Context: an optimization exercise on an open-source flow, tuned for small area. The choices shown serve that exercise and are no tape-out recipe.
Function was checked by simulation only, so behaviour that the tests miss may differ from the original.
Power figures rest on the tool's default switching activity, not on a simulated workload.

==> flow/config.mk <==
export PLATFORM = sky130hd
export DESIGN_NAME = apds9930_bb
export DESIGN_NICKNAME = apds9930_bb
export VERILOG_FILES = /design/flow/design.v
export SDC_FILE = /design/flow/constraint.sdc
export NUM_CORES = 4
export LEC_CHECK = 0
export CAP_MARGIN = 20
export CORE_MARGIN = 2
export CORE_UTILIZATION = 40
export SLEW_MARGIN = 20
==> flow/constraint.sdc <==
create_clock -name core_clock -period 190.0 [get_ports {clk}]
set_input_delay 38.0000 -clock core_clock [delete_from_list [all_inputs] [get_ports {clk}]]
set_output_delay 38.0000 -clock core_clock [all_outputs]
set_load 0.01 [all_outputs]
==> flow/design.v <==
`default_nettype none
module apds9930_bb #(
    parameter integer T_DELAY = 4
) (
    input  wire        clk,
    input  wire        rst,
    input  wire        cmd_valid,
    output wire        cmd_ready,
    input  wire [47:0] cmd_word,
    output reg         rsp_valid,
    output reg  [1:0]  rsp_err,
    output reg  [5:0]  rsp_nack,
    output reg  [31:0] rsp_data,
    output wire        scl_out,
    output wire        sda_out,
    input  wire        scl_in,
    input  wire        sda_in
);
    localparam [3:0] OP_START = 4'h1, OP_STOP = 4'h2, OP_SEND = 4'h3,
                     OP_WACK  = 4'h4, OP_READ = 4'h5, OP_CHECK = 4'h6,
                     OP_WRREG = 4'h8, OP_RDREG = 4'h9, OP_WRCMD = 4'hA,
                     OP_WRPAIR = 4'hB, OP_RDPAIR = 4'hC, OP_LUX = 4'hD,
                     OP_RDST  = 4'hE, OP_CLRF = 4'hF;
    localparam [2:0] SEG_START = 3'd0,    
                     SEG_STOP  = 3'd1,    
                     SEG_SEND  = 3'd2,    
                     SEG_WACK  = 3'd3,    
                     SEG_RECV  = 3'd4;    
    localparam [7:0] DEVW = 8'h72, DEVR = 8'h73;
    localparam [7:0] PFX_REPEAT = 8'h80, PFX_AUTOINC = 8'hA0;
    localparam [1:0] E_OK = 2'd0, E_ILLEGAL = 2'd1, E_STATE = 2'd2;
    function [15:0] seg_desc;
        input [3:0] op;
        input [3:0] f;
        input [7:0] a;
        input [15:0] b;
        input [4:0] idx;
        reg   [4:0] i;
        reg   [7:0] ra;
        reg   [7:0] rv;
        reg   [2:0] k0;
        reg         j0;
        begin
            seg_desc = {SEG_STOP, 8'h00, 3'd0, 1'b0, 1'b0};
            case (op)
                OP_START: seg_desc = {SEG_START, 8'h00, 3'd0, 1'b0, 1'b0};
                OP_STOP:  seg_desc = {SEG_STOP,  8'h00, 3'd0, 1'b0, 1'b0};
                OP_SEND:  seg_desc = {SEG_SEND,  a,     3'd0, 1'b0, 1'b0};
                OP_WACK:  seg_desc = {SEG_WACK,  8'h00, 3'd0, 1'b0, 1'b0};
                OP_READ:  seg_desc = {SEG_RECV,  8'h00, 3'd0, 1'b0, f[0]};
                OP_CHECK: begin
                    case (idx[1:0])
                        2'd0: seg_desc = {SEG_START, 8'h00, 3'd0, 1'b0, 1'b0};
                        2'd1: seg_desc = {SEG_SEND, a[6:0], 1'b0, 3'd0, 1'b0, 1'b0};
                        2'd2: seg_desc = {SEG_WACK,  8'h00, 3'd0, 1'b0, 1'b0};
                        default: seg_desc = {SEG_STOP, 8'h00, 3'd0, 1'b0, 1'b0};
                    endcase
                end
                OP_WRCMD: begin
                    case (idx[2:0])
                        3'd0: seg_desc = {SEG_START, 8'h00, 3'd0, 1'b0, 1'b0};
                        3'd1: seg_desc = {SEG_SEND,  DEVW,  3'd0, 1'b0, 1'b0};
                        3'd2: seg_desc = {SEG_WACK,  8'h00, 3'd0, 1'b0, 1'b0};
                        3'd3: seg_desc = {SEG_SEND,  a,     3'd0, 1'b0, 1'b0};
                        3'd4: seg_desc = {SEG_WACK,  8'h00, 3'd1, 1'b0, 1'b0};
                        default: seg_desc = {SEG_STOP, 8'h00, 3'd0, 1'b0, 1'b0};
                    endcase
                end
                OP_WRREG, OP_WRPAIR: begin
                    if (op == OP_WRPAIR && idx >= 5'd8) begin
                        i  = idx - 5'd8;
                        ra = a + 8'd1;
                        rv = b[15:8];
                        k0 = 3'd3;
                    end else begin
                        i  = idx;
                        ra = a;
                        rv = b[7:0];
                        k0 = 3'd0;
                    end
                    case (i[2:0])
                        3'd0: seg_desc = {SEG_START, 8'h00, 3'd0, 1'b0, 1'b0};
                        3'd1: seg_desc = {SEG_SEND,  DEVW,  3'd0, 1'b0, 1'b0};
                        3'd2: seg_desc = {SEG_WACK,  8'h00, k0,   1'b0, 1'b0};
                        3'd3: seg_desc = {SEG_SEND,  PFX_REPEAT | ra, 3'd0, 1'b0, 1'b0};
                        3'd4: seg_desc = {SEG_WACK,  8'h00, k0 + 3'd1, 1'b0, 1'b0};
                        3'd5: seg_desc = {SEG_SEND,  rv,    3'd0, 1'b0, 1'b0};
                        3'd6: seg_desc = {SEG_WACK,  8'h00, k0 + 3'd2, 1'b0, 1'b0};
                        default: seg_desc = {SEG_STOP, 8'h00, 3'd0, 1'b0, 1'b0};
                    endcase
                end
                OP_RDREG, OP_RDPAIR: begin
                    if (op == OP_RDPAIR && idx >= 5'd10) begin
                        i  = idx - 5'd10;
                        ra = a + 8'd1;
                        k0 = 3'd3;
                        j0 = 1'b1;
                    end else begin
                        i  = idx;
                        ra = a;
                        k0 = 3'd0;
                        j0 = 1'b0;
                    end
                    case (i[3:0])
                        4'd0: seg_desc = {SEG_START, 8'h00, 3'd0, 1'b0, 1'b0};
                        4'd1: seg_desc = {SEG_SEND,  DEVW,  3'd0, 1'b0, 1'b0};
                        4'd2: seg_desc = {SEG_WACK,  8'h00, k0,   1'b0, 1'b0};
                        4'd3: seg_desc = {SEG_SEND,  PFX_AUTOINC | ra, 3'd0, 1'b0, 1'b0};
                        4'd4: seg_desc = {SEG_WACK,  8'h00, k0 + 3'd1, 1'b0, 1'b0};
                        4'd5: seg_desc = {SEG_START, 8'h00, 3'd0, 1'b0, 1'b0};
                        4'd6: seg_desc = {SEG_SEND,  DEVR,  3'd0, 1'b0, 1'b0};
                        4'd7: seg_desc = {SEG_WACK,  8'h00, k0 + 3'd2, 1'b0, 1'b0};
                        4'd8: seg_desc = {SEG_RECV,  8'h00, 3'd0, j0,   1'b0};
                        default: seg_desc = {SEG_STOP, 8'h00, 3'd0, 1'b0, 1'b0};
                    endcase
                end
                default: ;
            endcase
        end
    endfunction
    function [4:0] seg_count;
        input [3:0] op;
        begin
            case (op)
                OP_CHECK:  seg_count = 5'd4;
                OP_WRCMD:  seg_count = 5'd6;
                OP_WRREG:  seg_count = 5'd8;
                OP_RDREG:  seg_count = 5'd10;
                OP_WRPAIR: seg_count = 5'd16;
                OP_RDPAIR: seg_count = 5'd20;
                default:   seg_count = 5'd1;
            endcase
        end
    endfunction
    function [4:0] seg_len;
        input [2:0] t;
        begin
            case (t)
                SEG_START: seg_len = 5'd4;
                SEG_STOP:  seg_len = 5'd4;
                SEG_SEND:  seg_len = 5'd25;
                SEG_WACK:  seg_len = 5'd3;
                default:   seg_len = 5'd21;
            endcase
        end
    endfunction
    function [3:0] step_action;
        input [2:0] t;
        input [7:0] v;
        input       ack;
        input [4:0] s;
        reg   [4:0] q;
        reg   [4:0] r;
        begin
            step_action = 4'b0000;
            case (t)
                SEG_START: case (s[1:0])
                    2'd0: step_action = 4'b0011;    
                    2'd1: step_action = 4'b1100;    
                    2'd2: step_action = 4'b0010;    
                    default: step_action = 4'b1000;  
                endcase
                SEG_STOP: case (s[1:0])
                    2'd0: step_action = 4'b1000;    
                    2'd1: step_action = 4'b0010;    
                    2'd2: step_action = 4'b1100;    
                    default: step_action = 4'b0011;  
                endcase
                SEG_SEND: begin
                    if (s == 5'd24) begin
                        step_action = 4'b0011;       
                    end else begin
                        q = s / 5'd3;
                        r = s % 5'd3;
                        case (r[1:0])
                            2'd0: step_action = {2'b00, 1'b1, v[3'd7 - q[2:0]]};
                            2'd1: step_action = 4'b1100;
                            default: step_action = 4'b1000;
                        endcase
                    end
                end
                SEG_WACK: case (s[1:0])
                    2'd0: step_action = 4'b0011;    
                    2'd1: step_action = 4'b1100;    
                    default: step_action = 4'b1000;  
                endcase
                default: begin  
                    if (s == 5'd0)
                        step_action = 4'b0011;       
                    else if (s <= 5'd16)
                        step_action = s[0] ? 4'b1100 : 4'b1000;  
                    else case (s)
                        5'd17: step_action = {2'b00, 1'b1, ~ack};  
                        5'd18: step_action = 4'b1100;
                        5'd19: step_action = 4'b1000;
                        default: step_action = 4'b0011;
                    endcase
                end
            endcase
        end
    endfunction
    reg        busy;
    reg [3:0]  c_op;
    reg [3:0]  c_f;
    reg [7:0]  c_a;
    reg [15:0] c_b;
    reg [4:0]  seg;
    reg [4:0]  step;
    reg [7:0]  dly;
    reg        scl_r, sda_r;
    reg        active;
    reg        nakf;
    reg [5:0]  nackv;
    reg [7:0]  rxb0, rxb1;
    assign cmd_ready = ~busy;
    assign scl_out   = scl_r;
    assign sda_out   = sda_r;
    wire [3:0]  in_op = cmd_word[47:44];
    wire [3:0]  in_f  = cmd_word[43:40];
    wire [7:0]  in_a  = cmd_word[39:32];
    wire [15:0] in_b  = cmd_word[31:16];
    wire [15:0] in_c  = cmd_word[15:0];
    reg in_legal;
    always @(*) begin
        case (in_op)
            OP_START, OP_STOP, OP_WACK, OP_RDST, OP_CLRF:
                in_legal = (cmd_word[43:0] == 44'd0);
            OP_SEND, OP_RDREG, OP_WRCMD:
                in_legal = (in_f == 4'd0) && (in_b == 16'd0) && (in_c == 16'd0);
            OP_READ:
                in_legal = (in_f[3:1] == 3'd0) && (in_a == 8'd0) && (in_b == 16'd0) && (in_c == 16'd0);
            OP_CHECK:
                in_legal = (in_f == 4'd0) && !in_a[7] && (in_b == 16'd0) && (in_c == 16'd0);
            OP_WRREG:
                in_legal = (in_f == 4'd0) && (in_b[15:8] == 8'd0) && (in_c == 16'd0);
            OP_WRPAIR:
                in_legal = (in_f == 4'd0) && (in_c == 16'd0);
            OP_RDPAIR:
                in_legal = (in_f[3:1] == 3'd0) && (in_b == 16'd0) && (in_c == 16'd0);
            OP_LUX:
                in_legal = (in_f[3:2] == 2'd0);
            default:
                in_legal = 1'b0;
        endcase
    end
    wire in_need_active = (in_op == OP_SEND) || (in_op == OP_WACK) || (in_op == OP_READ);
    wire in_need_idle   = (in_op == OP_CHECK) || (in_op == OP_WRREG) || (in_op == OP_RDREG) ||
                          (in_op == OP_WRCMD) || (in_op == OP_WRPAIR) || (in_op == OP_RDPAIR);
    wire in_state_ok    = !((in_need_active && !active) || (in_need_idle && active));
    wire in_has_steps   = (in_op != OP_LUX) && (in_op != OP_RDST) && (in_op != OP_CLRF);
    wire [8:0]         lux_n  = 9'd256 - {1'b0, in_a};
    wire signed [29:0] cand1  = $signed({14'd0, in_b}) * 30'sd1000 - $signed({14'd0, in_c}) * 30'sd1862;
    wire signed [29:0] cand2  = $signed({14'd0, in_b}) * 30'sd746  - $signed({14'd0, in_c}) * 30'sd1291;
    wire signed [29:0] cmax   = (cand1 > cand2) ? cand1 : cand2;
    wire [25:0]        inc_m  = cmax[29] ? 26'd0 : cmax[25:0];
    wire [39:0]        num    = {14'd0, inc_m} * 40'd14336;
    reg  [6:0]         gm;
    always @(*) begin
        case (in_f[1:0])
            2'd0: gm = 7'd1;
            2'd1: gm = 7'd8;
            2'd2: gm = 7'd16;
            default: gm = 7'd120;
        endcase
    end
    wire [23:0]        den    = 24'd375 * {15'd0, lux_n} * {17'd0, gm};
    wire [39:0]        quo    = num / {16'd0, den};
    wire [31:0]        lux_q  = quo[31:0];
    wire [15:0] cur_d    = seg_desc(c_op, c_f, c_a, c_b, seg);
    wire [2:0]  cur_t    = cur_d[15:13];
    wire [2:0]  cur_k    = cur_d[4:2];
    wire        cur_j    = cur_d[1];
    wire        seg_end  = (step == seg_len(cur_t) - 5'd1);
    wire        cmd_end  = seg_end && (seg == seg_count(c_op) - 5'd1);
    wire [4:0]  nxt_seg  = seg_end ? seg + 5'd1 : seg;
    wire [4:0]  nxt_step = seg_end ? 5'd0 : step + 5'd1;
    wire [15:0] nxt_d    = seg_desc(c_op, c_f, c_a, c_b, nxt_seg);
    wire [3:0]  nxt_act  = step_action(nxt_d[15:13], nxt_d[12:5], nxt_d[0], nxt_step);
    wire [15:0] new_d    = seg_desc(in_op, in_f, in_a, in_b, 5'd0);
    wire [3:0]  new_act  = step_action(new_d[15:13], new_d[12:5], new_d[0], 5'd0);
    wire        smp_ack  = (cur_t == SEG_WACK) && (step == 5'd1);
    wire        smp_bit  = (cur_t == SEG_RECV) && step[0] && (step <= 5'd15);
    wire [2:0]  bit_idx  = 3'd7 - step[3:1];
    reg [15:0] pair_val;
    always @(*) begin
        if (c_f[0]) pair_val = {rxb0, rxb1};
        else        pair_val = {rxb1, rxb0};
    end
    wire accept = cmd_valid && !busy;
    always @(posedge clk) begin
        if (rst) begin
            busy      <= 1'b0;
            c_op      <= 4'd0;
            c_f       <= 4'd0;
            c_a       <= 8'd0;
            c_b       <= 16'd0;
            seg       <= 5'd0;
            step      <= 5'd0;
            dly       <= 8'd0;
            scl_r     <= 1'b1;
            sda_r     <= 1'b1;
            active    <= 1'b0;
            nakf      <= 1'b0;
            nackv     <= 6'd0;
            rxb0      <= 8'd0;
            rxb1      <= 8'd0;
            rsp_valid <= 1'b0;
            rsp_err   <= 2'd0;
            rsp_nack  <= 6'd0;
            rsp_data  <= 32'd0;
        end else begin
            rsp_valid <= 1'b0;
            if (!busy) begin
                if (accept) begin
                    c_op <= in_op;
                    c_f  <= in_f;
                    c_a  <= in_a;
                    c_b  <= in_b;
                    if (!in_legal) begin
                        rsp_valid <= 1'b1;
                        rsp_err   <= E_ILLEGAL;
                        rsp_nack  <= 6'd0;
                        rsp_data  <= 32'd0;
                    end else if (!in_state_ok) begin
                        rsp_valid <= 1'b1;
                        rsp_err   <= E_STATE;
                        rsp_nack  <= 6'd0;
                        rsp_data  <= 32'd0;
                    end else if (!in_has_steps) begin
                        rsp_valid <= 1'b1;
                        rsp_err   <= E_OK;
                        rsp_nack  <= 6'd0;
                        case (in_op)
                            OP_LUX:  rsp_data <= lux_q;
                            OP_RDST: rsp_data <= {26'd0, sda_in, scl_in, sda_r, scl_r, nakf, active};
                            default: rsp_data <= 32'd0;
                        endcase
                        if (in_op == OP_CLRF)
                            nakf <= 1'b0;
                    end else begin
                        busy  <= 1'b1;
                        seg   <= 5'd0;
                        step  <= 5'd0;
                        dly   <= T_DELAY[7:0];
                        nackv <= 6'd0;
                        if (new_act[3]) scl_r <= new_act[2];
                        if (new_act[1]) sda_r <= new_act[0];
                    end
                end
            end else if (dly != 8'd1) begin
                dly <= dly - 8'd1;
            end else begin
                if (smp_ack) begin
                    nackv[cur_k] <= sda_in;
                    if (sda_in)
                        nakf <= 1'b1;
                end
                if (smp_bit) begin
                    if (cur_j) rxb1[bit_idx] <= sda_in;
                    else       rxb0[bit_idx] <= sda_in;
                end
                if (seg_end && cur_t == SEG_START) active <= 1'b1;
                if (seg_end && cur_t == SEG_STOP)  active <= 1'b0;
                if (cmd_end) begin
                    busy      <= 1'b0;
                    rsp_valid <= 1'b1;
                    rsp_err   <= E_OK;
                    rsp_nack  <= nackv;
                    case (c_op)
                        OP_WACK:   rsp_data <= {31'd0, nackv[0]};
                        OP_READ,
                        OP_RDREG:  rsp_data <= {24'd0, rxb0};
                        OP_CHECK:  rsp_data <= {31'd0, ~nackv[0]};
                        OP_RDPAIR: rsp_data <= {16'd0, pair_val};
                        default:   rsp_data <= 32'd0;
                    endcase
                end else begin
                    seg  <= nxt_seg;
                    step <= nxt_step;
                    dly  <= T_DELAY[7:0];
                    if (nxt_act[3]) scl_r <= nxt_act[2];
                    if (nxt_act[1]) sda_r <= nxt_act[0];
                end
            end
        end
    end
endmodule
`default_nettype wire
==> flow/run.sh <==
#!/bin/bash
# synth_recipe.tcl (not shown) runs the flow's synth.tcl, then flattens the netlist and writes it again
# the make line also repeats each setting of config.mk as NAME=value (left out here)
make -C /OpenROAD-flow-scripts/flow DESIGN_CONFIG=/design/flow/config.mk WORK_HOME=/design/flow/orfs CLKGATE_MAP_FILE= SYNTH_SCRIPT=/design/flow/synth_recipe.tcl finish
==> impl_metrics.yaml <==
outcome:
  outcome: "no timing/DRC/antenna violations"
synthesis:
  synth-compound-area-share: 0.266
  syn_area_per_cell_um2: 7.32
  yosys_warnings: 1
  synth_edf_count: 0
  synth_xor_area_frac: 0.0831
  muxShareOfSynthArea: 0.0403
  synth_adder_area_share: 0.303
  synth_top_family_by_area: "adder cells"
  netlist_instances: 9400
  syn-cell-area_um2: 68800
  async_reset_ff_frac: 0
  yosysUniqueCellTypes: 130
  synth.net_count: 10933
  synth-seq-cells: 115
  ys.flop_type: "dfxtp_1"
  yosys.area_share.simple: 0.213
  ys_seq_area_frac: 0.0335
cts:
  cts_buffers: 17
  clkTransAtPathRegs_ns: 0.07
  cts_tree: "yes"
  htree_levels: 4
  clock_latency_ns: 0.51
  cts_root_buf: "clkbuf_16"
  clkSinkCount: 115
  ctsLongestPathBuffers: 2
  cts_hold_buf: 0
power:
  comb_power_share: 1.000
  pwr-share-clk: 0
  p_comb_mw: 634
  p_sw_mw: 366
  share_seq_of_total_power: 0
  power_mw: 634
  p_per_area_nw_per_um2: 8560
  p_sw_frac: 0.578
  peakVddDrop_mv: 5.13
  leakage_nw: 33.1
  seq_power_mw: 0.0257
  p_clk_mw: 0.0346
  intPower_mw: 268
  power_leader: "combinational cells"
hold_path:
  min_from: "c_b[7]$_SDFFE_PP0P_"
  holdPathStages: 2
  holdPathEnd: "c_b[7]$_SDFFE_PP0P_"
  hp-class: "reg2reg"
timing:
  skew_ns: 0.0190
  min_period_ns: 177.93
  worst_slack_ns: 12.07
  fin_crit_sh: 0.936
  max_freq_mhz: 5.62
  tns_ns: 0
  drv_slew: 0
  final-setup-viol-count: 0
  slew_headroom: 0.292
  finalHoldViolations: 0
  worst_pin_slew_ns: 1.04
setup_path:
  critPathRequiredTime_ns: 190.36
  crit_buf_inv: 36
  crit_type: "in2reg"
  reg2reg_depth: 38
  cp_data_arrival_time_ns: 178.29
  cp.depth: 674
  rr_startpoint: "seg[0]$_SDFFE_PP0P_"
  cp_max_fo: 44
  startpoint: "cmd_word[28]"
  critPathSlowestCell: "nor4_1"
  startpoint_type: "primary input"
  cp-end-kind: "flip-flop"
  crit_end: "rsp_data[0]$_SDFFE_PP0P_"
  r2r_end: "sda_r$_SDFFE_PP1P_"
  cp_top_family: "compound AO/OA/AOI/OAI gates"
  cp_slowest_stage_delay_ns: 0.76
  r2r_setup_slack_ns: 179.52
  crit_path_frequent_cell: "o21ai_0"
floorplan:
  boundaryPins: 97
  die_h_um: 419
  die_area_um2: 175000
  core_area_um2: 171000
  die_x_um: 419
  start_util: 0.402
  num_rows: 152
drt:
  ant_nets: 0
  wl_per_cell_um: 21.3
  drc: 0
  num_vias: 69989
  wl_um: 248000
  drtPass1Iterations: 6
  avgViaCountPerCell: 6.00
  drt_iter0_drc: 5988
cells_and_area:
  fillers: 17686
  register_area_um2: 2300
  synthToLayoutAreaGrowth_pct: 7.69
  final_cells: 11657
  multiInputGateArea_um2: 63200
  drive_above_1_share: 0.0753
  nets: 10930
  fin_util: 0.433
place:
  gp_congestion: 0.995
  portBuffers: 96
  place_ws_ns: -0.321
  hpwlAfterDp_um: 201000
  numPlacedInstances: 11572
global_route:
  grt_pass1_wl_um: 383000
  overflow: 0
  grt_max_degree: 58
  antenna_found_initial: 7
  grt_pass1_vias: 66555
  globalRouteTotalUtil: 0.275
job:
  drv_cap: 0
flip-flops by register name (all words and copies together) (netlist names), 2 cells and up:
signal,count
seg,5
c_op,4
rxb0,8
c_a,8
rxb1,8
c_b,16
rsp_err,2
rsp_nack,6
nackv,6
step,5
rsp_data,32
dly,8
timing repair:
item                                    4_1_cts  5_1_grt
gates cloned                                  0        3
endpoints found under the setup margin        1        4
buffers inserted                              0       36
pin swaps                                     0       20
gates resized for setup                       4      185
synth_stat cells (all sizes together), types with 76 or more instances:
cell    count  area, µm²
and2      121        758
nand4     120        763
nor3      271       1390
o21bai     88        661
clkbuf    188        706
inv       834       3130
o31ai      96        726
nand2     725       2730
a31oi      95        607
nand2b    171       1070
fa        305       6110
or3        78        488
xnor2     419       3680
or2        96        601
mux2      176       1980
mux2i      77        791
ha       1175      14700
dfxtp     115       2300
a21o      235       1760
nor2      833       3130
and3       81        507
nor2b     102        638
o211ai     76        571
o21ai     548       2760
nand3     232       1170
a21oi     841       4260
o21a      253       1900
xor2      231       2030
layout make-up:
type                       instances  area share
multi-input combinational       8190       0.853
inverter                         837      0.0425
clock buffer                      18     0.00593
clock inverter                    14     0.00198
antenna                           14    0.000473
sequential                       115      0.0311
tap                             2233      0.0377
timing repair buffer             236      0.0275
layout by cell type (no fill, tap or decap), drive strengths merged, types with 95 or more instances in the layout:
cell    synthesis  layout
a21o          235     235
or2            96      96
inv           834     839
and2          121     121
xor2          231     231
ha           1175    1175
o21a          253     253
fa            305     305
nand4         120     120
a21oi         841     841
nand2         725     725
a31oi          95      95
nand2b        171     171
nor3          271     271
nor2          833     834
nand3         232     232
buf            73     140
nor2b         102     102
xnor2         419     419
dfxtp         115     115
o31ai          96      96
mux2          176     176
o21ai         548     548
metrics by stage:
stage	cell area, µm²	hold slack (ns)
after floorplan	68800	0.433
after global placement	72400	0.443
after detailed placement	72400	0.448
after CTS	73000	0.457
after global routing	74000	0.478
final	74100	0.457
routing by layer:
metal | track usage | wire length (µm) | up-vias | part of all wire
li1 | - | - | 33953 | -
met2 | 0.444 | 110000 | 2337 | 0.44
met5 | 0 | 13 | - | 0.000052
met3 | 0.0315 | 16900 | 411 | 0.068
met4 | 0.0895 | 9610 | 2 | 0.039
met1 | 0.378 | 112000 | 33286 | 0.45
cells by family after synthesis:
kind of cell               after synthesis
buffers and inverters                 1098
adders and majority gates             1481
DFF                                    115
AOI/OAI and AO/OA                     2793
xor gates and xnor gates               650
and+or+nand+nor                       3010
muxes                                  253

## afterwards: timing with drivers on the ports
In the flow no input, the clock included, has a driving cell. The finished layout below was timed again as built, in two steps. Step 1 (the two cells are an assumption about what drives the block):
set clk [get_ports {clk}]
set_driving_cell -lib_cell sky130_fd_sc_hd__clkbuf_16 $clk
set_driving_cell -lib_cell sky130_fd_sc_hd__buf_2 [delete_from_list [all_inputs] $clk]
Step 2 adds t to the input delays and takes it off the output delays; t is the mean of the earliest and latest rising clock arrival at the registers after step 1. Input paths then give back, and output paths get back, about the clock's delay inside the block. a / b / c = no drivers / after step 1 / after step 2; a / b = the first two.
t, ns: 0.561
slack for setup (ns): 12.073 / 12.098 / 11.537
hold slack, ns: 0.457 / 0.457 / 0.457
worst setup path after step 2: input to register
cell pins on the clock port's net: 1
After both steps this run still meets setup and hold. The setup slack of this run moves by +0.025 ns with the drivers and by -0.536 ns with both steps.
